Background: an optimization exercise with open tools, aiming at small area, a short achievable clock period and few clock cycles. Do not read the settings as production practice.
The RTL was checked by simulation tests, not by an equivalence proof against the original design.
No activity file was given, so power comes from the tool's default toggle rates.

## design.v

```verilog
module bl_engine (
  input  wire        clk,
  input  wire        rst,
  input  wire        rx_valid,
  input  wire [7:0]  rx_data,
  input  wire        rx_err,
  output wire        rx_ready,
  output wire        tx_valid,
  output wire [7:0]  tx_data,
  input  wire        tx_ready,
  output wire        op_valid,
  output wire [3:0]  op_cmd,
  output wire [31:0] op_addr,
  output wire [15:0] op_wdata,
  input  wire        op_ready,
  input  wire        op_ok,
  input  wire [31:0] op_rdata,
  input  wire        rdp_level,
  output wire        exited
);
  localparam [7:0] ACK  = 8'hCD;
  localparam [7:0] NACK = 8'hAB;
  localparam [3:0] OP_FLASH_UNLOCK = 4'd0;
  localparam [3:0] OP_FLASH_LOCK   = 4'd1;
  localparam [3:0] OP_OPT_UNLOCK   = 4'd2;
  localparam [3:0] OP_OPT_LOCK     = 4'd3;
  localparam [3:0] OP_PAGE_ERASE   = 4'd4;
  localparam [3:0] OP_MASS_ERASE   = 4'd5;
  localparam [3:0] OP_PROG_HALF    = 4'd6;
  localparam [3:0] OP_OPT_PROG_RDP = 4'd7;
  localparam [3:0] OP_OPT_LAUNCH   = 4'd8;
  localparam [3:0] OP_MEM_READ     = 4'd9;
  localparam [3:0] OP_SET_MSP      = 4'd10;
  localparam [3:0] OP_DEINIT       = 4'd11;
  localparam [3:0] OP_CALL         = 4'd12;
  localparam integer RL = 89;    
  localparam integer FB = 5;     
  function [31:0] crc_byte;
    input [31:0] c;
    input [7:0]  b;
    integer i;
    reg [31:0] x;
    begin
      x = c ^ {24'd0, b};
      for (i = 0; i < 32; i = i + 1)
        x = x[31] ? ((x << 1) ^ 32'h04C1_1DB7) : (x << 1);
      crc_byte = x;
    end
  endfunction
  function [2:0] next5;
    input [2:0] x;
    begin
      case (x)
        3'd0: next5 = 3'd1;
        3'd1: next5 = 3'd2;
        3'd2: next5 = 3'd3;
        3'd3: next5 = 3'd4;
        default: next5 = 3'd0;
      endcase
    end
  endfunction
  function [6:0] inc7;
    input [6:0] x;
    integer k;
    reg c;
    begin
      c = 1'b1;
      for (k = 0; k < 7; k = k + 1) begin
        inc7[k] = x[k] ^ c;
        c = c & x[k];
      end
    end
  endfunction
  function [6:0] dec7;
    input [6:0] x;
    integer k;
    reg b;
    begin
      b = 1'b1;
      for (k = 0; k < 7; k = k + 1) begin
        dec7[k] = x[k] ^ b;
        b = b & !x[k];
      end
    end
  endfunction
  reg        rdy;         
  reg        rxon;        
  reg        first_q;     
  reg        last_q;      
  reg [7:0]  cnt;         
  reg [2:0]  hp;          
  reg        par;         
  reg        bv;
  reg [7:0]  bd;
  reg        b_first, b_op, b_addr, b_len, b_dat, b_odd, b_trl, b_last, b_err;
  reg [31:0] crc;
  reg        m;           
  reg        n5, n6, n7, n9, wsh;   
  reg [7:0]  len_q;       
  reg        ndisc;       
  reg        c_id, c_jump, c_erase, c_write, c_chrop;
  reg [1:0]  c_sub;       
  reg        shape_q, dest_ok_q, e_ok_q, lvl_ok_q, valid_q, app_q;
  reg        txv;
  reg [7:0]  txd;         
  reg        t_nack, t_ack, t_rlen, t_pay, t_res;
  reg [3:0]  pidx;
  reg        opv;
  reg        pw;          
  reg [3:0]  opc;         
  reg [31:0] opa;
  reg [15:0] opd;
  reg        exited_q;
  reg [15:0] ring [0:RL-1];
  reg [7:0]  lo_q;
  reg        pend;        
  reg        first_hw;    
  reg [6:0]  wpos;        
  reg        w94;         
  reg [3:0]  roff;
  reg [6:0]  avl;         
  reg        avl_nz;
  reg [7:0]  sel;
  reg        hit;         
  reg [15:0] fifo [0:FB-1];
  reg [2:0]  fwp, frp;
  reg [FB-1:0] fth;       
  assign rx_ready = rdy;
  assign tx_valid = txv;
  assign tx_data  = txd;
  assign op_valid = opv;
  assign op_cmd   = opc;
  assign op_addr  = opa;
  assign op_wdata = opd;
  assign exited   = exited_q;
  wire acc     = rx_valid & rdy;
  wire trl_now = !first_q & (cnt[7:3] == 5'd0) & (cnt[2:0] <= 3'd4);
  wire dat_now = (hp == 3'd7) & !trl_now;
  wire end_now = rx_err | (first_q ? (rx_data == 8'd0) : last_q);
  wire wr_now  = pend & (first_hw | w94);
  wire pend_n  = (pend & !wr_now) | (acc & dat_now & par & !rx_err);
  wire fhw_n   = first_hw & !wr_now;
  wire stall_n = pend_n & !fhw_n & (wr_now | (wpos != 7'd87));
  wire [15:0] tap = ({16{sel[0]}} & ring[0]) |
                    ({16{sel[1]}} & ring[11]) |
                    ({16{sel[2]}} & ring[22]) |
                    ({16{sel[3]}} & ring[33]) |
                    ({16{sel[4]}} & ring[44]) |
                    ({16{sel[5]}} & ring[56]) |
                    ({16{sel[6]}} & ring[67]) |
                    ({16{sel[7]}} & ring[78]);
  wire fetch  = hit & avl_nz & !fth[FB-1];
  wire fempty = !fth[0];
  wire [15:0] head = fifo[frp];
  wire [3:0] rlast  = sel[4] ? 4'd11 : 4'd10;    
  wire [3:0] rlastp = sel[5] ? 4'd11 : 4'd10;    
  wire       rend   = (roff == rlast);
  wire       rbeg   = (roff == 4'd0);
  wire fire_tx = txv & tx_ready;
  wire fire_op = opv & op_ready;
  reg [7:0] rlen;
  always @(*) begin
    if (c_id)
      case (c_sub)
        2'd0: rlen = 8'd4;
        2'd1: rlen = 8'd12;
        2'd2: rlen = 8'd2;
        default: rlen = 8'd1;
      endcase
    else
      rlen = 8'd1;
  end
  wire pay_last = ({4'd0, pidx} == rlen);
  reg [7:0] pay;
  always @(*) begin
    if (c_jump)
      pay = {7'd0, valid_q};
    else
      case (c_sub)
        2'd0: pay = (pidx == 4'd0) ? 8'h64 : (pidx == 4'd1) ? 8'h01 : 8'h00;
        2'd1: pay = (pidx == 4'd10) ? 8'h20 : (pidx == 4'd11) ? 8'h21 : {4'h1, pidx};
        2'd2: pay = (pidx == 4'd0) ? 8'h10 : 8'h04;
        default: pay = {7'd0, rdp_level};
      endcase
  end
  wire w_more = (len_q[7:1] != 7'd0);    
  wire w_last = (len_q[7:1] == 7'd1);    
  wire pop    = !fempty & ((pw) |
                (fire_op & op_ok & (((opc == OP_PROG_HALF) & !w_last) |
                                    ((opc == OP_FLASH_UNLOCK) & c_write & w_more))));
  wire dec_now = acc & end_now;
  wire m2      = bv ? (m & (bd == crc[7:0])) : m;
  wire [7:0] c2 = bv ? crc[15:8] : crc[7:0];
  wire ack_ok  = !rx_err && !first_q && !ndisc && m2 && (rx_data == c2) && shape_q &&
                 (c_id || c_jump || c_erase || c_write || c_chrop);
  wire pre_ok = (c_erase && e_ok_q) || (c_write && dest_ok_q) || (c_chrop && lvl_ok_q);
  wire fin    = (fire_tx & (t_nack |
                            (t_pay & pay_last & !(c_jump & valid_q)) |
                            (t_res & !(c_chrop & txd[0])))) |
                (fire_op & (opc == OP_OPT_LAUNCH));
  wire [31:0] crc_x = crc ^ {24'd0, bd};
  wire [31:0] crc_nx;
  assign crc_nx[0] = ^(crc_x & 32'hF7011641);
  assign crc_nx[1] = ^(crc_x & 32'h19033AC3);
  assign crc_nx[2] = ^(crc_x & 32'hC50763C7);
  assign crc_nx[3] = ^(crc_x & 32'h8A0EC78E);
  assign crc_nx[4] = ^(crc_x & 32'hE31C995D);
  assign crc_nx[5] = ^(crc_x & 32'h313824FB);
  assign crc_nx[6] = ^(crc_x & 32'h627049F6);
  assign crc_nx[7] = ^(crc_x & 32'h33E185AD);
  assign crc_nx[8] = ^(crc_x & 32'h90C21D1B);
  assign crc_nx[9] = ^(crc_x & 32'h21843A36);
  assign crc_nx[10] = ^(crc_x & 32'hB409622D);
  assign crc_nx[11] = ^(crc_x & 32'h9F13D21B);
  assign crc_nx[12] = ^(crc_x & 32'hC926B277);
  assign crc_nx[13] = ^(crc_x & 32'h924D64EE);
  assign crc_nx[14] = ^(crc_x & 32'h249AC9DC);
  assign crc_nx[15] = ^(crc_x & 32'h493593B8);
  assign crc_nx[16] = ^(crc_x & 32'h656A3131);
  assign crc_nx[17] = ^(crc_x & 32'hCAD46262);
  assign crc_nx[18] = ^(crc_x & 32'h95A8C4C4);
  assign crc_nx[19] = ^(crc_x & 32'h2B518988);
  assign crc_nx[20] = ^(crc_x & 32'h56A31310);
  assign crc_nx[21] = ^(crc_x & 32'hAD462620);
  assign crc_nx[22] = ^(crc_x & 32'hAD8D5A01);
  assign crc_nx[23] = ^(crc_x & 32'hAC1BA243);
  assign crc_nx[24] = ^(crc_x & 32'h58374486);
  assign crc_nx[25] = ^(crc_x & 32'hB06E890C);
  assign crc_nx[26] = ^(crc_x & 32'h97DC0459);
  assign crc_nx[27] = ^(crc_x & 32'h2FB808B2);
  assign crc_nx[28] = ^(crc_x & 32'h5F701164);
  assign crc_nx[29] = ^(crc_x & 32'hBEE022C8);
  assign crc_nx[30] = ^(crc_x & 32'h7DC04590);
  assign crc_nx[31] = ^(crc_x & 32'hFB808B20);
  wire [31:0] a = opa;
  wire in_ram   = (a[31:16] == 16'h2000) && (a[15:12] < 4'h5);
  wire in_flash = (a[31:16] == 16'h0800);
  wire [8:0]  lsum = {1'b0, a[7:0]} + {1'b0, len_q};
  wire        lfit = !lsum[8] || (lsum[7:0] == 8'd0);
  wire [5:0]  eend = {1'b0, a[4:0]} + {1'b0, a[12:8]};    
  integer i;
  always @(posedge clk) begin
    ring[0] <= wr_now ? {bd, lo_q} : ring[RL-1];
    for (i = 1; i < RL; i = i + 1)
      ring[i] <= ring[i-1];
    if (fetch)
      fifo[fwp] <= tap;
  end
  always @(posedge clk) begin
    bv      <= acc & !rst;
    b_first <= first_q;
    b_op    <= (hp == 3'd1);
    b_addr  <= (hp >= 3'd2) && (hp <= 3'd5);
    b_len   <= (hp == 3'd6);
    b_dat   <= dat_now;
    b_odd   <= par;
    b_trl   <= trl_now;
    b_last  <= end_now;
    b_err   <= rx_err;
    if (acc) bd <= rx_data;
    shape_q   <= (c_id && n5) || (c_jump && n9) || (c_erase && n7) ||
                 (c_chrop && n6) || (c_write && wsh);
    dest_ok_q <= !a[0] && !len_q[0] &&
                 ((in_flash && (a[15:8] != 8'hFF || lfit)) ||
                  (in_ram && (a[15:8] != 8'h4F || lfit)));
    e_ok_q    <= (a[15:8] == 8'hFF) ||
                 (a[7:5] == 3'd0 && a[15:13] == 3'd0 && eend <= 6'd16);
    lvl_ok_q  <= (a[7:1] == 7'd0);
    valid_q   <= in_ram || in_flash;
    app_q     <= (a == 32'h0800_8000);
    if (acc) begin
      if (first_q) begin
        ndisc  <= (rx_data < 8'd5) || (rx_data > 8'd199);
        cnt    <= rx_data;
        last_q <= (rx_data == 8'd1);
      end else begin
        cnt    <= cnt - 8'd1;
        last_q <= (cnt == 8'd2);
      end
    end
    if (rst) begin
      first_q <= 1'b1;
      hp      <= 3'd0;
      par     <= 1'b0;
    end else if (acc) begin
      first_q <= end_now;
      hp      <= end_now ? 3'd0 : (hp == 3'd7) ? 3'd7 : hp + 3'd1;
      par     <= !end_now & (par ^ dat_now);
    end
    if (wr_now)
      wpos <= 7'd87;
    else
      wpos <= w94 ? 7'd0 : wpos + 7'd1;
    w94 <= !wr_now && (wpos == 7'd87);
    if (rst) begin
      pend     <= 1'b0;
      first_hw <= 1'b1;
    end else begin
      pend     <= pend_n;
      first_hw <= fhw_n | (bv & b_first);
    end
    if (wr_now && first_hw) begin
      roff <= 4'd0;
      sel  <= 8'h01;
      hit  <= 1'b1;
    end else if (fetch) begin
      roff <= rbeg ? rlastp : roff - 4'd1;
      if (rbeg) sel <= {sel[0], sel[7:1]};
      hit  <= (roff == 4'd1);
    end else begin
      roff <= rend ? 4'd0 : roff + 4'd1;
      if (rend) sel <= {sel[6:0], sel[7]};
      hit  <= rend;
    end
    if (fetch)
      fwp <= next5(fwp);
    if (pop)
      frp <= next5(frp);
    if (rst || (bv && b_first)) begin
      avl    <= 7'd0;
      avl_nz <= 1'b0;
      fth    <= {FB{1'b0}};
      fwp    <= 3'd0;
      frp    <= 3'd0;
    end else begin
      if (wr_now && !fetch)
        avl <= inc7(avl);
      else if (!wr_now && fetch)
        avl <= dec7(avl);
      avl_nz <= wr_now | (fetch ? (avl != 7'd1) : (avl != 7'd0));
      if (fetch && !pop)
        fth <= {fth[FB-2:0], 1'b1};
      else if (!fetch && pop)
        fth <= {1'b0, fth[FB-1:1]};
    end
    if (bv) begin
      if (b_first) begin
        n5 <= (bd == 8'd5);
        n6 <= (bd == 8'd6);
        n7 <= (bd == 8'd7);
        n9 <= (bd == 8'd9);
        wsh <= 1'b0;
      end
      if (b_op) begin
        c_id    <= (bd[7:2] == 6'b000100);
        c_sub   <= bd[1:0];
        c_jump  <= (bd == 8'h14);
        c_erase <= (bd == 8'h15);
        c_write <= (bd == 8'h16);
        c_chrop <= (bd == 8'h21);
      end
      if (b_addr)
        opa <= {bd, opa[31:8]};
      if (b_len) begin
        len_q <= bd;
        wsh   <= (cnt - 8'd4 == bd) && (cnt >= 8'd4);    
      end
      if (b_dat && !b_odd)
        lo_q <= bd;
    end
    if (rst || (bv && b_last)) begin
      crc <= 32'hFFFF_FFFF;
      m   <= 1'b1;
    end else if (bv) begin
      if (b_trl) begin
        crc <= {8'd0, crc[31:8]};
        m   <= m & (bd == crc[7:0]);
      end else begin
        crc <= crc_nx;
      end
    end else if (fire_op && opc == OP_MEM_READ) begin
      crc <= op_rdata;
    end
    if (rst) begin
      txv    <= 1'b0;
      t_nack <= 1'b0;
      t_ack  <= 1'b0;
      t_rlen <= 1'b0;
      t_pay  <= 1'b0;
      t_res  <= 1'b0;
      opv    <= 1'b0;
      pw     <= 1'b0;
      exited_q <= 1'b0;
    end else begin
      if (dec_now) begin
        txv <= 1'b1;
        if (ack_ok) t_ack  <= 1'b1;
        else        t_nack <= 1'b1;
      end
      if (fire_tx) begin
        if (t_nack) begin
          t_nack <= 1'b0;
          txv    <= 1'b0;
        end
        if (t_ack) begin
          t_ack  <= 1'b0;
          t_rlen <= 1'b1;
        end
        if (t_rlen) begin
          t_rlen <= 1'b0;
          if (c_erase || c_write || c_chrop) begin
            if (pre_ok) begin
              txv <= 1'b0;
              opv <= 1'b1;
            end else begin
              t_res <= 1'b1;
            end
          end else begin
            t_pay <= 1'b1;
          end
        end
        if (t_pay && pay_last) begin
          t_pay <= 1'b0;
          txv   <= 1'b0;
          if (c_jump && valid_q)
            opv <= 1'b1;
        end
        if (t_res) begin
          t_res <= 1'b0;
          txv   <= 1'b0;
          if (c_chrop && txd[0])
            opv <= 1'b1;
        end
      end
      if (pw && !fempty) begin
        pw  <= 1'b0;
        opv <= 1'b1;
      end
      if (fire_op) begin
        case (opc)
          OP_FLASH_UNLOCK: if (c_write && op_ok && w_more) begin
            opv <= !fempty;
            pw  <= fempty;
          end
          OP_FLASH_LOCK: begin
            opv   <= 1'b0;
            txv   <= 1'b1;
            t_res <= 1'b1;
          end
          OP_PROG_HALF: if (op_ok && !w_last) begin
            opv <= !fempty;
            pw  <= fempty;
          end
          OP_CALL: begin
            opv      <= 1'b0;
            exited_q <= 1'b1;
          end
          OP_OPT_LAUNCH: opv <= 1'b0;
          default: ;
        endcase
      end
    end
    if (dec_now) begin
      pidx <= 4'd0;
      txd  <= ack_ok ? ACK : NACK;
    end
    if (fire_tx) begin
      if (t_ack)
        txd <= rlen;
      if (t_rlen) begin
        pidx <= 4'd1;
        if (c_erase || c_write || c_chrop) begin
          opc <= OP_FLASH_UNLOCK;
          if (!pre_ok)
            txd <= 8'h00;
          if (c_erase) begin
            opa <= {12'h080, opa[7:0], 12'h000};
            opd <= {6'd0, opa[15:8], 2'b00};
          end
          if (c_chrop)
            opd <= {15'd0, opa[0]};
        end else begin
          txd <= pay;    
        end
      end
      if (t_pay) begin
        pidx <= pidx + 4'd1;
        txd  <= pay;
        if (app_q) begin
          opc <= OP_MEM_READ;
        end else begin
          opc    <= OP_CALL;
          opa[0] <= 1'b1;
        end
      end
      if (t_res)
        opc <= OP_OPT_LAUNCH;
    end
    if (pw && !fempty)
      opd <= head;
    if (fire_op) begin
      case (opc)
        OP_FLASH_UNLOCK: begin
          if (c_erase) begin
            if (op_ok) opc <= (opd[9:2] == 8'hFF) ? OP_MASS_ERASE : OP_PAGE_ERASE;
            else begin txd <= 8'h02; opc <= OP_FLASH_LOCK; end
          end else if (c_write) begin
            txd <= {7'd0, op_ok};
            opd <= head;
            opc <= (op_ok && w_more) ? OP_PROG_HALF : OP_FLASH_LOCK;
          end else begin
            if (op_ok) opc <= OP_OPT_UNLOCK;
            else begin txd <= 8'h00; opc <= OP_OPT_LOCK; end
          end
        end
        OP_OPT_UNLOCK: begin
          if (op_ok) opc <= OP_OPT_PROG_RDP;
          else begin txd <= 8'h00; opc <= OP_OPT_LOCK; end
        end
        OP_OPT_LOCK: opc <= OP_FLASH_LOCK;
        OP_PAGE_ERASE, OP_MASS_ERASE: begin
          txd <= op_ok ? 8'h03 : 8'h02;
          opc <= OP_FLASH_LOCK;
        end
        OP_PROG_HALF: begin
          opa[15:1] <= opa[15:1] + 15'd1;
          len_q     <= len_q - 8'd2;
          opd       <= head;
          if (!op_ok || w_last) begin
            txd <= {7'd0, op_ok};
            opc <= OP_FLASH_LOCK;
          end
        end
        OP_OPT_PROG_RDP: begin
          txd <= {7'd0, op_ok};
          opc <= OP_OPT_LOCK;
        end
        OP_MEM_READ: begin
          if (!opa[2]) begin    
            opa[2] <= 1'b1;
          end else begin
            opa <= crc;
            opc <= OP_SET_MSP;
          end
        end
        OP_SET_MSP: begin
          opa <= crc;
          opc <= OP_DEINIT;
        end
        OP_DEINIT: opc <= OP_CALL;
        default: ;
      endcase
    end
    if (rst) begin
      rxon <= 1'b1;
      rdy  <= 1'b1;
    end else begin
      rxon <= fin | (rxon & !(acc & end_now));
      rdy  <= (fin | (rxon & !(acc & end_now))) & !stall_n;
    end
  end
endmodule
```

## constraint.sdc

```tcl
create_clock -name core_clock -period 10.0 [get_ports {clk}]
set_input_delay 2.0000 -clock core_clock [delete_from_list [all_inputs] [get_ports {clk}]]
set_output_delay 2.0000 -clock core_clock [all_outputs]
set_load 0.01 [all_outputs]
```

## standard.sh

```bash
#!/bin/bash
# synth_recipe.tcl (not shown) runs the flow's synth.tcl, then flattens the netlist and writes it again
# the make line also repeats each setting of config.mk as NAME=value (left out here)
make -C /OpenROAD-flow-scripts/flow DESIGN_CONFIG=/design/flow/config.mk WORK_HOME=/design/flow/orfs CLKGATE_MAP_FILE= SYNTH_SCRIPT=/design/flow/synth_recipe.tcl "${@:-finish}"
```

## config.mk

```make
export PLATFORM = sky130hd
export DESIGN_NAME = bl_engine
export DESIGN_NICKNAME = bl_engine
export VERILOG_FILES = /design/flow/design.v
export SDC_FILE = /design/flow/constraint.sdc
export NUM_CORES = 4
export LEC_CHECK = 0
export CAP_MARGIN = 20
export CORE_MARGIN = 2
export CORE_UTILIZATION = 40
export PLACE_DENSITY = 0.6
export SLEW_MARGIN = 20
```

## flow/run.sh

```bash
#!/bin/bash
# The standard layout, with buf_2 port buffers, timing repair aimed at a
# tighter setup target and CTS without dummy loads and with larger sink
# clusters; each ORFS step logs under
# orfs/logs/, the make output goes to standard.log.
cd "$(dirname "$0")/.."
bash standard.sh BUFFER_PORTS_ARGS="-buffer_cell sky130_fd_sc_hd__buf_2" SETUP_SLACK_MARGIN=6.8 \
  CTS_ARGS="-sink_clustering_enable -repair_clock_nets -dont_use_dummy_load -sink_clustering_size 24 -sink_clustering_max_diameter 80" finish > standard.log 2>&1
```

==> results of run 1 <==
==> repair_timing <==
action                                  4_1_cts  5_1_grt
endpoints found under the setup margin       85       36
pin swaps                                     1        1
resized for setup                           148       13
buffers inserted                             32       11
==> cell families after synthesis <==
kind of cell / Yosys count / synth area share, %
compound gates: 475 / 6.669
simple gates: 542 / 5.777
mux: 69 / 1.915
flops: 1723 / 76.39
xor+xnor: 289 / 6.176
buf+inv: 207 / 1.899
fa+ha+maj: 43 / 1.178
==> sequential cells by signal, indices dropped and copies added (netlist names), 2 cells and up, named ones only <==
| name | count |
|---|---|
| ring | 1424 |
| fifo | 80 |
| crc | 32 |
| opa | 32 |
| opd | 16 |
| bd | 8 |
| cnt | 8 |
| len_q | 8 |
| lo_q | 8 |
| sel | 8 |
| txd | 8 |
| avl | 7 |
| wpos | 7 |
| fth | 5 |
| opc | 4 |
| pidx | 4 |
| roff | 4 |
| frp | 3 |
| fwp | 3 |
| hp | 3 |
| c_sub | 2 |
==> cells in the final DEF, fill, tap and decap left out, types with 20 or more instances in the layout <==
cell       instances
dfxtp_1         1533
ha_1              39
dfxtp_2           28
nand3_1           51
nor2_1           115
nand2_1          162
xnor2_1          194
dfxtp_4           43
nor3_1            34
mux2i_1           50
nand2b_1          20
buf_4             68
o21ai_1           25
nand4_1           29
xor2_1            61
clkbuf_16         86
a21oi_1          138
buf_2             83
a22oi_1           86
o21ai_0           57
edfxtp_1         119
inv_1             49
==> metrics by stage <==
step	utilization, %	area (um2)
4_1_cts	44.43	51560
3_5_place_dp	42.08	48840
6_report	44.54	51690
2_1_floorplan	-	46900
3_3_place_gp	42.07	48820
5_1_grt	44.54	51690
==> where the power goes <==
group	total, mW	switching (mW)	internal [mW]
clock	3.50	1.97	1.53
sequential	7.07	0.104	6.97
combinational	1.26	0.672	0.590
==> synth_stat cells, drive strengths merged (4+ instances only) <==
cell type	count	share of area (%)
a2111oi	4	0.088
a211oi	14	0.22
a21o	10	0.16
a21oi	141	1.5
a221o	7	0.15
a221oi	16	0.31
a22oi	87	1.4
a311oi	9	0.17
a31oi	6	0.080
a41oi	4	0.075
and2	12	0.16
and3	14	0.19
and4	4	0.075
buf	66	0.77
clkbuf	87	0.70
dfxtp	1604	69
edfxtp	119	7.6
ha	40	1.1
inv	53	0.43
mux2i	50	1.1
mux4	16	0.77
nand2	167	1.3
nand2b	20	0.27
nand3	52	0.56
nand3b	5	0.080
nand4	29	0.39
nor2	118	0.95
nor2b	14	0.19
nor3	36	0.40
nor3b	19	0.31
nor4	19	0.30
nor4b	7	0.14
o2111ai	7	0.13
o211ai	19	0.32
o21a	4	0.064
o21ai	86	0.94
o21bai	4	0.064
o22ai	15	0.20
o31ai	19	0.31
or2	4	0.054
or3	11	0.16
xnor2	217	4.6
xor2	69	1.5
==> worst max path at each step <==
stage	start	endpoint	slack [ns]
after floorplan	op_ready	fth[1]$_SDFFE_PP0P_	6.63
after global placement	tx_ready	opa[14]$_DFF_P_	5.84
after detailed placement	tx_ready	opa[14]$_DFF_P_	5.79
after CTS	opc[3]$_DFF_P_	op_cmd[3]	6.51
after global routing	opc[3]$_DFF_P_	op_cmd[3]	6.73
final	opc[3]$_DFF_P_	op_cmd[3]	6.79
==> metal layers <==
layer | up-vias | track usage [%] | routed length, um
met3 | 170 | 3.254 | 5735
met5 | - | 0 | 13
li1 | 11466 | - | -
met1 | 11425 | 22.06 | 44720
met2 | 650 | 23.67 | 40240
met4 | 2 | 4.875 | 2873
==> cell type report <==
class                      count  area (um2)  area share (%)
multi-input combinational   1418       10340           20.01
inverter                      54       206.4          0.3994
timing repair buffer         174        1200           2.321
tap                         1524        1907           3.689
clock buffer                  86        2152           4.163
sequential                  1723       35880           69.42
==> results.sh, run 1 <==
export IMPL_cts_buffers=86
export IMPL_r2r_cells=11
export IMPL_h_tree_depth=3
export IMPL_start_util_pct=40.26
export IMPL_dieArea_mm2=0.1195
export IMPL_required_ns=8.00
export IMPL_drt_iter0_drc=1839
export IMPL_peakVddDrop_mv=0.1333
export IMPL_grt_remaining_overflow=0
export IMPL_seq_area_frac_synth_pct=76.39
export IMPL_yosys_warnings=2
export IMPL_hold_ws_ns=0.2891
export IMPL_vias=23713
export IMPL_clockRootBuffer="clkbuf_16"
export IMPL_routed_wl_um=93580
export IMPL_path_buf_inv=1
export IMPL_worstSkewPairLatency_ns=0.69
export IMPL_dr_pass1_iters=5
export IMPL_powerDensity_mw_per_mm2=229.0
export IMPL_hp_start="ring[35][2]$_DFF_P_"
export IMPL_drv_cap=0
export IMPL_layout_drive_gt1_share_pct=12.56
export IMPL_ys_ff_latch=1723
export IMPL_clk_pin_slew_ns=0.09
export IMPL_grt_usage_pct=15.52
export IMPL_status="complete, no violations"
export IMPL_syn_area_per_cell_um2=13.95
export IMPL_core_mm2=0.1160
export IMPL_synthesis_area_mm2=0.04672
export IMPL_worst_hold_path_endpoint="ring[36][2]$_DFF_P_"
export IMPL_cts_sinks=1723
export IMPL_setup_slack_ns=6.787
export IMPL_synth_cells=3348
export IMPL_pin_count=112
export IMPL_tns_ns=0
export IMPL_synth_main_ff_cell="dfxtp_1"
export IMPL_r2r_start="bd[6]$_DFFE_PP_"
export IMPL_tritoncts="done"
export IMPL_insertedDiodeCount=0
export IMPL_cts_hold_buf=0
export IMPL_critical_path_class="reg2out"
export IMPL_die_w_um=345.7
export IMPL_clock_skew_final_ns=0.1028
export IMPL_post_dp_hpwl_um=59210
export IMPL_critPathTopFamily="flip-flops"
export IMPL_io_buffers=111
export IMPL_cp_slowest_stage_delay_ns=0.42
export IMPL_setup_viol=0
export IMPL_worst_r2r_setup_slack_ns=6.98
export IMPL_final_cells=4979
export IMPL_max_freq_mhz=311.2
export IMPL_hold_viol_final=0
export IMPL_grt_max_degree=51
export IMPL_cp_max_fo=10
export IMPL_path_depth=1
export IMPL_power_mw=11.84
export IMPL_cp_arrival_ns=1.21
export IMPL_hold_class="reg2reg"
export IMPL_clockBufferDepth=3
export IMPL_reg2reg_to="crc[6]$_SDFFE_PP1P_"
export IMPL_crit_chain="buf_2"
export IMPL_syn_num_nets=3438
export IMPL_ant_nets=0
export IMPL_grt_pass1_vias=22635
export IMPL_maxSlewViolCount=0
export IMPL_crit_slowest_cell="dfxtp_4"
export IMPL_antenna_found_initial=2
export IMPL_ys_types=93
export IMPL_leakage_nw=19.75
export IMPL_crit_path_start_kind="flop"
export IMPL_end_kind="primary output"
export IMPL_die_h_um=345.7
export IMPL_via_per_inst=4.763
export IMPL_row_count=125
export IMPL_relSlewSlack_pct=29.53
export IMPL_fin_nets=3547
export IMPL_synthArstFlopShare_pct=0
export IMPL_dp_cells=4850
export IMPL_gp_congestion=0.8694
export IMPL_areaGrowthSynthToFinish_pct=10.65
export IMPL_nFillCells=10423
export IMPL_grt_pass1_wl_um=141900
export IMPL_synth_edf_count=119
export IMPL_drc=0
export IMPL_period_share_pct=32.13
export IMPL_pre_cts_ws_ns=5.793
export IMPL_grt_setup_unrepaired="true"
export IMPL_worstMarginPinSlew_ns=1.057
export IMPL_wl_per_cell_um=18.79
export IMPL_whs_path_depth=0
export IMPL_finalWorstPathRequiredPeriod_ns=3.213
Testbench counts, summed over its fixed seeds: cycles 52,366.
==> run 2, diff against run 1 <==
--- a/design.v
+++ b/design.v
@@ -358,7 +358,7 @@
       if (b_dat && !b_odd)
         lo_q <= bd;
     end
-    if (rst || (bv && b_last)) begin
+    if (rxon && first_q && !bv) begin
       crc <= 32'hFFFF_FFFF;
       m   <= 1'b1;
     end else if (bv) begin
==> flow/run.sh (replaced) <==
#!/bin/bash
# The standard layout, with buf_2 port buffers, timing repair aimed at a
# tighter setup target and CTS without dummy loads and with larger sink
# clusters; each ORFS step logs under
# orfs/logs/, the make output goes to standard.log.
cd "$(dirname "$0")/.."
bash standard.sh BUFFER_PORTS_ARGS="-buffer_cell sky130_fd_sc_hd__buf_2" SETUP_SLACK_MARGIN=7.0 \
  CTS_ARGS="-sink_clustering_enable -repair_clock_nets -dont_use_dummy_load -sink_clustering_size 27 -sink_clustering_max_diameter 90" finish > standard.log 2>&1
==> run 2 against run 1 <==
Compared with the run above:
- cell area rose by 0.29%
- non-clock buffer count rose by 23
- final cell count rose by 1.1%
- combinational power rose by 91%
- global-route usage rose by 0.35 points
- area after synthesis fell by 0.48%
- first-iteration DRC count rose by 9.8%
- register-to-register slack improved by 0.19 ns
- utilization rose by 0.25 points
- sequential power rose by 1%
- synthesized cell count rose by 0.96%
- critical endpoint is now op_wdata[0]
- largest power group unchanged
- highest routed layer is now met4
==> results.sh, run 2 <==
export IMPL_status="complete, no violations"
export IMPL_yosys_warnings=2
export IMPL_io_buffers=111
export IMPL_cp_max_fo=2
export IMPL_final_common_cell="dfxtp_1"
export IMPL_areaGrowthSynthToFinish_pct=11.50
export IMPL_end_kind="primary output"
export IMPL_placed_area_mm2=0.04869
export IMPL_crit_path_start_kind="flop"
export IMPL_layout_common_cells="dfxtp_1 (1530), nand2_1 (205), xnor2_1 (202)"
export IMPL_gp_congestion=0.8974
export IMPL_grtUsageMet1_pct=22.53
export IMPL_ys_types=72
export IMPL_seq_area_frac_synth_pct=76.71
export IMPL_cts_sinks=1722
export IMPL_core_mm2=0.1157
export IMPL_syn_num_nets=3470
export IMPL_finalWorstPathRequiredPeriod_ns=3.171
export IMPL_setup_viol=0
export IMPL_critPathTopFamily="flip-flops"
export IMPL_maxSlewViolCount=0
export IMPL_yosysTopAreaCell="dfxtp_1"
export IMPL_ant_nets=0
export IMPL_pin_count=112
export IMPL_fin_util_pct=44.79
export IMPL_fin_nets=3599
export IMPL_max_freq_mhz=315.3
export IMPL_dr_pass1_iters=5
export IMPL_cts_buffers=76
export IMPL_grtUsageMet3_pct=3.958
export IMPL_yosysMostFrequentCell="dfxtp_1"
export IMPL_row_count=125
export IMPL_clockBufferDepth=3
export IMPL_worstMarginPinSlew_ns=1.113
export IMPL_synth_cells=3380
export IMPL_die_h_um=344.9
export IMPL_grt_max_degree=34
export IMPL_grt_setup_unrepaired="true"
export IMPL_drc=0
export IMPL_ys_ff_latch=1722
export IMPL_die_w_um=344.9
export IMPL_path_buf_inv=1
export IMPL_grt_remaining_overflow=0
export IMPL_grtUsageMet2_pct=23.86
export IMPL_leakage_nw=19.86
export IMPL_required_ns=8.00
export IMPL_post_dp_hpwl_um=60460
export IMPL_start_util_pct=40.17
export IMPL_h_tree_depth=3
export IMPL_synthesis_area_mm2=0.04649
export IMPL_setup_slack_ns=6.829
export IMPL_peakVddDrop_mv=0.1293
export IMPL_via_per_inst=4.759
export IMPL_power_mw=12.88
export IMPL_yosys_top_cells_count="dfxtp_1 (1603), nand2_1 (207), xnor2_1 (203)"
export IMPL_wl_per_cell_um=18.91
export IMPL_hold_viol_final=0
export IMPL_yosysTopAreaCellShare_pct=69.02
export IMPL_drt_iter0_drc=2020
export IMPL_largest_register="ring"
export IMPL_largest_reg_flops=1424
export IMPL_layout_drive_gt1_share_pct=12.55
export IMPL_powerDensity_mw_per_mm2=248.4
export IMPL_synth_main_ff_cell="dfxtp_1"
export IMPL_routed_wl_um=95130
export IMPL_tns_ns=0
export IMPL_crit_chain="buf_6"
export IMPL_synthArstFlopShare_pct=0
export IMPL_drv_cap=0
export IMPL_grt_pass1_wl_um=141700
export IMPL_antenna_found_initial=2
export IMPL_tritoncts="done"
export IMPL_crit_slowest_cell="dfxtp_4"
export IMPL_period_share_pct=31.71
export IMPL_relSlewSlack_pct=25.42
export IMPL_dieArea_mm2=0.1190
export IMPL_reg_largest_list="ring: 1424 flops, fifo: 80 flops"
export IMPL_critical_path_class="reg2out"
export IMPL_hold_class="reg2reg"
export IMPL_pre_cts_ws_ns=5.819
export IMPL_syn_area_per_cell_um2=13.76
export IMPL_grt_pass1_vias=22546
export IMPL_vias=23945
export IMPL_synth_edf_count=119
export IMPL_clock_skew_final_ns=0.08277
export IMPL_clockRootBuffer="clkbuf_16"
export IMPL_cp_slowest_stage_delay_ns=0.43
export IMPL_clk_pin_slew_ns=0.10
export IMPL_worstSkewPairLatency_ns=0.66
export IMPL_grt_usage_pct=15.87
export IMPL_synth_area_leaders="dfxtp_1 (69%), edfxtp_1 (7.7%), xnor2_1 (3.8%)"
export IMPL_cp_arrival_ns=1.17
export IMPL_grt_busiest_layer="met2"
export IMPL_finalInstanceArea_mm2=0.05184
-- run 2: cell count changes in the layout (fill, tap and decap cells not counted), moves of 10 or more --
cell and change:
buf_6 +45, nand2_1 +43, buf_2 -38, nor2_1 +17, buf_4 +14, a21oi_1 -13, clkbuf_16 -10, nor3b_1 -10
-- run 2: worst register-to-register path, stage by stage (launching register included) --
cell and delay, ns:
dfxtp_2 0.70, buf_4 0.49, inv_2 0.24, and3_1 0.45
nor2_1 0.59, a32oi_1 0.20
-- run 2: where the power goes --
part	total (mW)	switching [mW]	internal (mW)
registers	7.17	0.192	6.98
clock network	3.29	1.93	1.37
logic	2.41	1.27	1.15
total	12.9	3.38	9.50
-- run 2: cell type report --
| type | count | area (um2) |
|---|---|---|
| Sequential cell | 1722 | 35880 |
| Timing Repair inverter | 1 | 5.005 |
| Timing Repair Buffer | 197 | 1662 |
| Inverter | 52 | 198.9 |
| Multi-Input combinational cell | 1459 | 10280 |
| Clock buffer | 76 | 1902 |
| Antenna cell | 1 | 2.502 |
| Fill cell | 10369 | 63900 |
| Tap cell | 1524 | 1907 |
-- run 2: final timing paths --
path / from / end / slack (ns) / cells after the start
setup reg to reg: bv$_DFF_P_ / crc[4]$_SDFFE_PP1P_ / 7.17 / 5
setup / recovery: opd[0]$_DFF_P_ / op_wdata[0] / 6.83 / 1
hold / removal: ring[53][5]$_DFF_P_ / ring[54][5]$_DFF_P_ / 0.27 / 0
hold reg to reg: ring[53][5]$_DFF_P_ / ring[54][5]$_DFF_P_ / 0.27 / 0
-- run 2: layer usage --
| metal | share of wire [%] | wire length, um |
|---|---|---|
| met5 | 0 | 0 |
| met1 | 47 | 44590 |
| met2 | 43 | 40510 |
| met3 | 7.4 | 7078 |
| met4 | 3.1 | 2952 |
-- run 2: stage by stage --
step	cells	hold slack [ns]
6_report	5032	0.2686
3_5_place_dp	4890	0.3121
3_3_place_gp	4890	0.3096
5_1_grt	5032	0.2740
4_1_cts	5019	0.2730
2_1_floorplan	3380	0.3096
-- run 2: logic make-up (layout without fill, tap and decap cells) --
logic type      Yosys count  count (layout)  synth area share (%)
compound gates          459             459                 6.338
xor+xnor                298             298                 6.138
fa+ha+maj                42              42                 1.163
buf+inv                 200             326                 1.760
flops                  1722            1722                 76.71
mux                      74              74                 2.035
other cells               0               1                     0
simple gates            585             586                 5.859
-- run 2: timing repair --
action,4_1_cts,5_1_grt
buffers inserted,52,11
gates cloned,1,1
endpoints found under the setup margin,104,87
resized for setup,209,23
pin swaps,2,8
hold buffers,0,0
Testbench counts of run 2, summed over its fixed seeds: cycles 52,366.
==> run 3, diff against run 2 <==
--- a/design.v
+++ b/design.v
@@ -120,7 +120,7 @@
   reg [3:0]  roff;
   reg [6:0]  avl;         
   reg        avl_nz;
-  reg [7:0]  sel;
+  reg [11:0] sel;
   reg        hit;         
   reg [15:0] fifo [0:FB-1];
   reg [2:0]  fwp, frp;
@@ -142,18 +142,22 @@
   wire fhw_n   = first_hw & !wr_now;
   wire stall_n = pend_n & !fhw_n & (wr_now | (wpos != 7'd87));
   wire [15:0] tap = ({16{sel[0]}} & ring[0]) |
-                    ({16{sel[1]}} & ring[11]) |
-                    ({16{sel[2]}} & ring[22]) |
-                    ({16{sel[3]}} & ring[33]) |
-                    ({16{sel[4]}} & ring[44]) |
-                    ({16{sel[5]}} & ring[56]) |
-                    ({16{sel[6]}} & ring[67]) |
-                    ({16{sel[7]}} & ring[78]);
+                    ({16{sel[1]}} & ring[7]) |
+                    ({16{sel[2]}} & ring[15]) |
+                    ({16{sel[3]}} & ring[22]) |
+                    ({16{sel[4]}} & ring[30]) |
+                    ({16{sel[5]}} & ring[37]) |
+                    ({16{sel[6]}} & ring[44]) |
+                    ({16{sel[7]}} & ring[52]) |
+                    ({16{sel[8]}} & ring[59]) |
+                    ({16{sel[9]}} & ring[67]) |
+                    ({16{sel[10]}} & ring[74]) |
+                    ({16{sel[11]}} & ring[82]);
   wire fetch  = hit & avl_nz & !fth[FB-1];
   wire fempty = !fth[0];
   wire [15:0] head = fifo[frp];
-  wire [3:0] rlast  = sel[4] ? 4'd11 : 4'd10;    
-  wire [3:0] rlastp = sel[5] ? 4'd11 : 4'd10;    
+  wire [3:0] rlast  = |(sel & 12'h54A) ? 4'd7 : 4'd6;    
+  wire [3:0] rlastp = |(sel & 12'hA94) ? 4'd7 : 4'd6;    
   wire       rend   = (roff == rlast);
   wire       rbeg   = (roff == 4'd0);
   wire fire_tx = txv & tx_ready;
@@ -301,15 +305,15 @@
     end
     if (wr_now && first_hw) begin
       roff <= 4'd0;
-      sel  <= 8'h01;
+      sel  <= 12'd1;
       hit  <= 1'b1;
     end else if (fetch) begin
       roff <= rbeg ? rlastp : roff - 4'd1;
-      if (rbeg) sel <= {sel[0], sel[7:1]};
+      if (rbeg) sel <= {sel[0], sel[11:1]};
       hit  <= (roff == 4'd1);
     end else begin
       roff <= rend ? 4'd0 : roff + 4'd1;
-      if (rend) sel <= {sel[6:0], sel[7]};
+      if (rend) sel <= {sel[10:0], sel[11]};
       hit  <= rend;
     end
     if (fetch)
==> flow/run.sh (replaced) <==
#!/bin/bash
# The standard layout, with buf_2 port buffers, timing repair aimed at a
# tighter setup target and CTS without dummy loads and with larger sink
# clusters; each ORFS step logs under
# orfs/logs/, the make output goes to standard.log.
cd "$(dirname "$0")/.."
bash standard.sh BUFFER_PORTS_ARGS="-buffer_cell sky130_fd_sc_hd__buf_2" SETUP_SLACK_MARGIN=7.1 \
  CTS_ARGS="-sink_clustering_enable -repair_clock_nets -dont_use_dummy_load -sink_clustering_size 24 -sink_clustering_max_diameter 80" finish > standard.log 2>&1
==> run 3 against run 2 <==
Compared with the run above:
- worst hold slack better by 0.033 ns
- worst setup slack improved by 0.043 ns
- critical path depth did not move
- sequential power barely moved
- clock skew down 0.028 ns
- largest cell class unchanged
- highest routed layer unchanged
==> results.sh, run 3 <==
export IMPL_status="complete, no violations"
export IMPL_power_mw=12.70
export IMPL_clock_skew_final_ns=0.05449
export IMPL_routed_wl_um=102000
export IMPL_max_freq_mhz=319.6
export IMPL_reg_largest_list="ring: 1424 flops, fifo: 80 flops"
export IMPL_worst_r2r_setup_slack_ns=7.26
export IMPL_via_per_inst=4.859
export IMPL_critPathTopFamily="flip-flops"
export IMPL_setup_slack_ns=6.871
export IMPL_dp_cells=4908
export IMPL_peakVddDrop_mv=0.1355
export IMPL_whs_path_depth=0
export IMPL_ant_nets=0
export IMPL_post_dp_hpwl_um=62760
export IMPL_worstSkewPairLatency_ns=0.67
export IMPL_hold_class="reg2reg"
export IMPL_p_sw_share_pct=25.07
export IMPL_wl_per_cell_um=20.07
export IMPL_die_w_um=346.4
export IMPL_cp_arrival_ns=1.13
export IMPL_powerDensity_mw_per_mm2=238.4
export IMPL_layout_drive_gt1_share_pct=15.22
export IMPL_synth_edf_count=119
export IMPL_clkPwrFrac_pct=27.8
export IMPL_critical_path_class="reg2out"
export IMPL_drv_cap=0
export IMPL_r2r_start="bd[1]$_DFFE_PP_"
export IMPL_synthesis_area_mm2=0.04688
export IMPL_core_mm2=0.1162
export IMPL_end_kind="primary output"
export IMPL_clockRootBuffer="clkbuf_16"
export IMPL_placed_area_mm2=0.04942
export IMPL_cts_hold_buf=0
export IMPL_tns_ns=0
export IMPL_gp_congestion=0.8970
export IMPL_cts_sinks=1726
export IMPL_io_buffers=111
export IMPL_hp_start="ring[17][4]$_DFF_P_"
export IMPL_worstMarginPinSlew_ns=1.022
export IMPL_required_ns=8.00
export IMPL_yosysMostFrequentCell="dfxtp_1"
export IMPL_yosysTopAreaCell="dfxtp_1"
export IMPL_relSlewSlack_pct=31.63
export IMPL_pin_count=112
export IMPL_h_tree_depth=3
export IMPL_clockBufferDepth=3
export IMPL_final_common_cell="dfxtp_1"
export IMPL_nFillCells=10306
export IMPL_combinationalPowerShare_pct=15.9
export IMPL_yosys_top_cells_count="dfxtp_1 (1607), nand2_1 (200), xnor2_1 (195)"
export IMPL_path_buf_inv=1
export IMPL_reg2reg_to="crc[8]$_SDFFE_PP1P_"
export IMPL_largest_register="ring"
export IMPL_r2r_cells=10
export IMPL_grt_remaining_overflow=0
export IMPL_finalInstanceArea_mm2=0.05327
export IMPL_setup_viol=0
export IMPL_synth_cells=3399
export IMPL_synth_area_leaders="dfxtp_1 (69%), edfxtp_1 (7.6%), xnor2_1 (3.6%)"
export IMPL_grt_usage_pct=16.69
export IMPL_intPower_mw=9.515
export IMPL_period_share_pct=31.29
export IMPL_finalWorstPathRequiredPeriod_ns=3.129
export IMPL_clk_pin_slew_ns=0.09
export IMPL_grt_max_degree=42
export IMPL_hold_ws_ns=0.3020
export IMPL_yosys_warnings=2
export IMPL_worst_hold_path_endpoint="ring[18][4]$_DFF_P_"
export IMPL_cp_max_fo=2
export IMPL_layout_common_cells="dfxtp_1 (1537), nand2_1 (192), xnor2_1 (188)"
export IMPL_yosysTopAreaCellShare_pct=68.62
export IMPL_fin_nets=3647
export IMPL_ys_types=82
export IMPL_antenna_found_initial=1
export IMPL_drt_iter0_drc=1811
export IMPL_synthArstFlopShare_pct=0
export IMPL_areaGrowthSynthToFinish_pct=13.62
export IMPL_fin_util_pct=45.84
export IMPL_ys_ff_latch=1726
export IMPL_grt_pass1_vias=23750
export IMPL_largest_reg_flops=1424
export IMPL_grt_pass1_wl_um=152400
export IMPL_start_util_pct=40.35
export IMPL_syn_num_nets=3489
export IMPL_dieArea_mm2=0.1200
export IMPL_dr_pass1_iters=5
export IMPL_maxSlewViolCount=0
export IMPL_row_count=125
export IMPL_seq_area_frac_synth_pct=76.24
export IMPL_grt_setup_unrepaired="true"
export IMPL_p_sw_mw=3.184
export IMPL_pwr_share_seq_pct=56.3
export IMPL_crit_path_start_kind="flop"
export IMPL_crit_slowest_cell="dfxtp_4"
export IMPL_cts_buffers=86
export IMPL_crit_chain="buf_6"
export IMPL_tritoncts="done"
export IMPL_final_cells=5081
export IMPL_cp_slowest_stage_delay_ns=0.38
export IMPL_die_h_um=346.4
export IMPL_drc=0
export IMPL_pre_cts_ws_ns=5.835
export IMPL_leakage_nw=20.48
export IMPL_hold_viol_final=0
export IMPL_syn_area_per_cell_um2=13.79
export IMPL_synth_main_ff_cell="dfxtp_1"
export IMPL_vias=24689
## run 3: cells by family after synthesis
logic type               share of synthesized area [%]
adder cells (fa/ha/maj)                          1.153
AND/OR/NAND/NOR                                  5.805
buffers and inverters                            1.759
AO/OA/AOI/OAI                                    7.502
XOR/XNOR                                         5.503
flip-flops                                       76.24
multiplexers                                     2.039
## run 3: power by group through the flow
stage                     sequential [mW]  combinational [mW]  clock (mW)
after CTS                            7.14                1.98        3.63
after detailed placement             7.33                1.86           0
after global placement               7.33                1.86           0
final                                7.15                2.02        3.53
after floorplan                      7.20                1.56           0
after global routing                 7.15                2.17        3.88
## run 3: repair_timing
action	in CTS	in global routing
buffers inserted	67	12
cloned	3	2
pin swaps	12	16
endpoints found under the setup margin	133	118
gates resized for setup	224	47
## run 3: cell type report
type | count | area, um2 | area share, %
Multi-Input combinational cell | 1471 | 11090 | 20.83
Timing Repair Buffer | 229 | 1972 | 3.702
Tap cell | 1524 | 1907 | 3.579
Clock buffer | 86 | 2152 | 4.040
Inverter | 42 | 173.9 | 0.3265
Sequential cell | 1726 | 35960 | 67.51
Antenna cell | 2 | 5.005 | 0.009395
Timing Repair inverter | 1 | 5.005 | 0.009395
## run 3: worst max path at each step
stage | start | end | cells after the start
3_5_place_dp | rx_data[5] | txd[3]$_DFF_P_ | 7
3_3_place_gp | rx_data[5] | txd[3]$_DFF_P_ | 7
2_1_floorplan | op_ok | fth[1]$_SDFFE_PP0P_ | 12
5_1_grt | opa[26]$_DFF_P_ | op_addr[26] | 1
6_report | opa[30]$_DFF_P_ | op_addr[30] | 1
4_1_cts | opc[2]$_DFF_P_ | op_cmd[2] | 1
## run 3: layer usage
layer | global-route usage, % | wire length [um]
met4 | 6.042 | 3789
met5 | 0 | 0
met2 | 26.28 | 45670
met1 | 23.52 | 47990
met3 | 2.181 | 4523
Testbench counts of run 3, summed over its fixed seeds: cycles 51,884.
==> run 4, diff against run 3 <==
--- a/flow/run.sh
+++ b/flow/run.sh
@@ -4,5 +4,5 @@
 # clusters; each ORFS step logs under
 # orfs/logs/, the make output goes to standard.log.
 cd "$(dirname "$0")/.."
-bash standard.sh BUFFER_PORTS_ARGS="-buffer_cell sky130_fd_sc_hd__buf_2" SETUP_SLACK_MARGIN=7.1 \
+bash standard.sh BUFFER_PORTS_ARGS="-buffer_cell sky130_fd_sc_hd__buf_2" SETUP_SLACK_MARGIN=7.0 \
   CTS_ARGS="-sink_clustering_enable -repair_clock_nets -dont_use_dummy_load -sink_clustering_size 24 -sink_clustering_max_diameter 80" finish > standard.log 2>&1
==> run 4 against run 3 <==
Compared with the run above:
- still clean on timing, DRC and antenna
- wire length shrank 1.2%
- die area unchanged
- cell area is 0.84% lower
- via count down 0.72%
- first-iteration DRC count grew 13%
- sequential share of layout area is 0.57 points higher
- count of clock-buffer cells in the layout is the same
- critical path depth increased by 1
- worst setup slack worse by 0.036 ns
- global-route usage decreased by 0.15 points
- critical endpoint is now op_cmd[0]
- largest cell class unchanged
- largest power group unchanged
==> results.sh, run 4 <==
export IMPL_tritoncts="done"
export IMPL_pin_count=112
export IMPL_synth_cells=3399
export IMPL_synthesis_area_mm2=0.04688
export IMPL_yosysMostFrequentCell="dfxtp_1"
export IMPL_worstSkewPairLatency_ns=0.70
export IMPL_end_kind="primary output"
export IMPL_r2r_cells=9
export IMPL_max_freq_mhz=316.0
export IMPL_drt_iter0_drc=2053
export IMPL_ys_types=82
export IMPL_clockRootBuffer="clkbuf_16"
export IMPL_required_ns=8.00
export IMPL_cp_max_fo=2
export IMPL_nFillCells=10260
export IMPL_grt_max_degree=46
export IMPL_synthArstFlopShare_pct=0
export IMPL_layout_common_cells="dfxtp_1 (1536), nand2_1 (195), xnor2_1 (190)"
export IMPL_die_h_um=346.4
export IMPL_yosys_top_cells_count="dfxtp_1 (1607), nand2_1 (200), xnor2_1 (195)"
export IMPL_die_w_um=346.4
export IMPL_peakVddDrop_mv=0.1396
export IMPL_syn_num_nets=3489
export IMPL_hold_class="reg2reg"
export IMPL_grt_remaining_overflow=0
export IMPL_layout_drive_gt1_share_pct=13.72
export IMPL_vias=24511
export IMPL_leakage_nw=20.31
export IMPL_fin_nets=3627
export IMPL_worstMarginPinSlew_ns=1.170
export IMPL_ys_ff_latch=1726
export IMPL_start_util_pct=40.35
export IMPL_cts_hold_buf=0
export IMPL_gp_congestion=0.8708
export IMPL_synth_edf_count=119
export IMPL_r2r_start="crc[2]$_SDFFE_PP1P_"
export IMPL_tns_ns=0
export IMPL_areaGrowthSynthToFinish_pct=12.67
export IMPL_cp_arrival_ns=1.17
export IMPL_grt_pass1_vias=23500
export IMPL_routed_wl_um=100800
export IMPL_synth_area_leaders="dfxtp_1 (69%), edfxtp_1 (7.6%), xnor2_1 (3.6%)"
export IMPL_syn_area_per_cell_um2=13.79
export IMPL_io_buffers=111
export IMPL_worst_r2r_setup_slack_ns=7.08
export IMPL_via_per_inst=4.844
export IMPL_grt_busiest_layer="met2"
export IMPL_pre_cts_ws_ns=5.866
export IMPL_core_mm2=0.1162
export IMPL_period_share_pct=31.65
export IMPL_powerDensity_mw_per_mm2=239.7
export IMPL_clockBufferDepth=3
export IMPL_status="complete, no violations"
export IMPL_hold_ws_ns=0.2684
export IMPL_reg2reg_to="crc[4]$_SDFFE_PP1P_"
export IMPL_grt_usage_pct=16.54
export IMPL_reg_largest_list="ring: 1424 flops, fifo: 80 flops"
export IMPL_setup_viol=0
export IMPL_yosysTopAreaCellShare_pct=68.62
export IMPL_finalWorstPathRequiredPeriod_ns=3.165
export IMPL_cts_sinks=1726
export IMPL_post_dp_hpwl_um=62300
export IMPL_setup_slack_ns=6.835
export IMPL_grtUsageMet2_pct=25.88
export IMPL_synth_main_ff_cell="dfxtp_1"
export IMPL_h_tree_depth=3
export IMPL_crit_end="op_cmd[0]"
export IMPL_cts_buffers=86
export IMPL_yosys_warnings=2
export IMPL_maxSlewViolCount=0
export IMPL_wl_per_cell_um=19.92
export IMPL_crit_path_start_kind="flop"
export IMPL_crit_start="opc[0]$_DFF_P_"
export IMPL_relSlewSlack_pct=21.75
export IMPL_largest_reg_flops=1424
export IMPL_clock_skew_final_ns=0.09403
export IMPL_grt_pass1_wl_um=150800
export IMPL_drc=0
export IMPL_clk_pin_slew_ns=0.09
export IMPL_grt_setup_unrepaired="true"
export IMPL_largest_register="ring"
export IMPL_dr_pass1_iters=5
export IMPL_grtUsageMet1_pct=23.03
export IMPL_hold_viol_final=0
export IMPL_antenna_found_initial=2
export IMPL_final_common_cell="dfxtp_1"
export IMPL_grtUsageMet3_pct=2.380
export IMPL_yosysTopAreaCell="dfxtp_1"
export IMPL_critical_path_class="reg2out"
export IMPL_fin_util_pct=45.46
export IMPL_ant_nets=0
export IMPL_drv_cap=0
export IMPL_row_count=125
export IMPL_seq_area_frac_synth_pct=76.24
export IMPL_multi_input_area_mm2=0.01085
export IMPL_seq_area_mm2=0.03596
export IMPL_dieArea_mm2=0.1200
[run 4: cell counts after synthesis]
Identical to the previous run, type by type.
[run 4: worst min-delay path by stage]
stage                               startpoint                   end  slack (ns)  cells past startpoint
after global routing        ring[4][3]$_DFF_P_    ring[5][3]$_DFF_P_        0.27                      0
final                     ring[10][13]$_DFF_P_  ring[11][13]$_DFF_P_        0.27                      0
after detailed placement  ring[12][10]$_DFF_P_  ring[13][10]$_DFF_P_        0.31                      0
after floorplan             ring[9][0]$_DFF_P_   ring[10][0]$_DFF_P_        0.31                      0
after CTS                  ring[84][3]$_DFF_P_   ring[85][3]$_DFF_P_        0.26                      0
after global placement     ring[84][5]$_DFF_P_   ring[85][5]$_DFF_P_        0.31                      0
[run 4: kinds of logic (layout without fill, tap and decap cells)]
logic type               count (synthesis)  in the layout  synth area share (%)
other                                    0              1                     0
AND/OR/NAND/NOR                        570            572                 5.805
buffers and inverters                  205            339                 1.759
AO/OA/AOI/OAI                          509            509                 7.502
multiplexers                            75             75                 2.039
flip-flops                            1726           1726                 76.24
adder cells (fa/ha/maj)                 42             42                 1.153
XOR/XNOR                               272            272                 5.503
[run 4: what timing repair did]
| item | in CTS | in global routing |
|---|---|---|
| gates resized for setup | 213 | 35 |
| pin swaps | 11 | 10 |
| cloned | 3 | 0 |
| setup endpoints to repair | 121 | 120 |
| buffers inserted | 57 | 8 |
[run 4: critical path, stage by stage, from the launching register on]
cell and delay (ns):
dfxtp_2 0.32, buf_8 0.11, buf_6 0.11
[run 4: layer usage]
layer / vias to the layer above / routed length [um]
li1: 11798 / -
met1: 11845 / 47290
met2: 664 / 44440
met3: 204 / 4876
met4: 0 / 4174
met5: - / 0
[run 4: final cells by class]
class	count	share of cell area [%]
antenna	1	0.004737
clock buffer	86	4.074
inverter	42	0.3198
multi-input combinational	1470	20.54
sequential	1726	68.08
tap	1524	3.610
timing repair buffer	210	3.363
timing repair inverter	1	0.009475
[run 4: report_power, final]
part           switching [mW]  total [mW]  internal [mW]
registers               0.156        7.15           6.99
logic                    1.01        1.98          0.974
clock network            1.99        3.53           1.53
[run 4: metrics by stage]
stage	area [um2]	total power [mW]	instances
2_1_floorplan	47280	8.757	3399
3_3_place_gp	49260	9.179	4905
3_5_place_dp	49260	9.174	4905
4_1_cts	52600	12.73	5051
5_1_grt	52820	13.16	5059
6_report	52820	12.66	5060

-- static timing again, ports no longer ideal --
The flow's constraints put no driver on any port. The routed layouts listed below were extracted and timed again, unchanged, in two steps.
Step 1 sets driving cells, clkbuf_16 on the clock port and buf_2 on the other inputs (assumed; they add their load-dependent delay and slew).
Step 2 also shifts input and output timing later by t, the mid clock arrival at the registers, as if the neighbouring blocks saw the same clock.
a / b / c = no drivers / after step 1 / after step 2; a / b = the first two.
| run | t, ns | setup WS [ns] | latest minus earliest clock arrival (ns) | worst slew at a driven data input, ns |
|---|---|---|---|---|
| run 1 | 0.713 | 6.787 / 6.713 / 6.161 | 0.110 / 0.111 | 0.08 |
| run 2 | 0.690 | 6.829 / 6.764 / 6.301 | 0.103 / 0.103 | 0.09 |
| run 3 | 0.696 | 6.871 / 6.802 / 6.279 | 0.081 / 0.081 | 0.10 |
| run 4 | 0.712 | 6.835 / 6.771 / 6.202 | 0.106 / 0.106 | 0.08 |
After both steps every run listed still meets setup and hold. The setup slack of run 4, which loses most, moves by -0.064 ns with the drivers and by -0.633 ns with both steps.
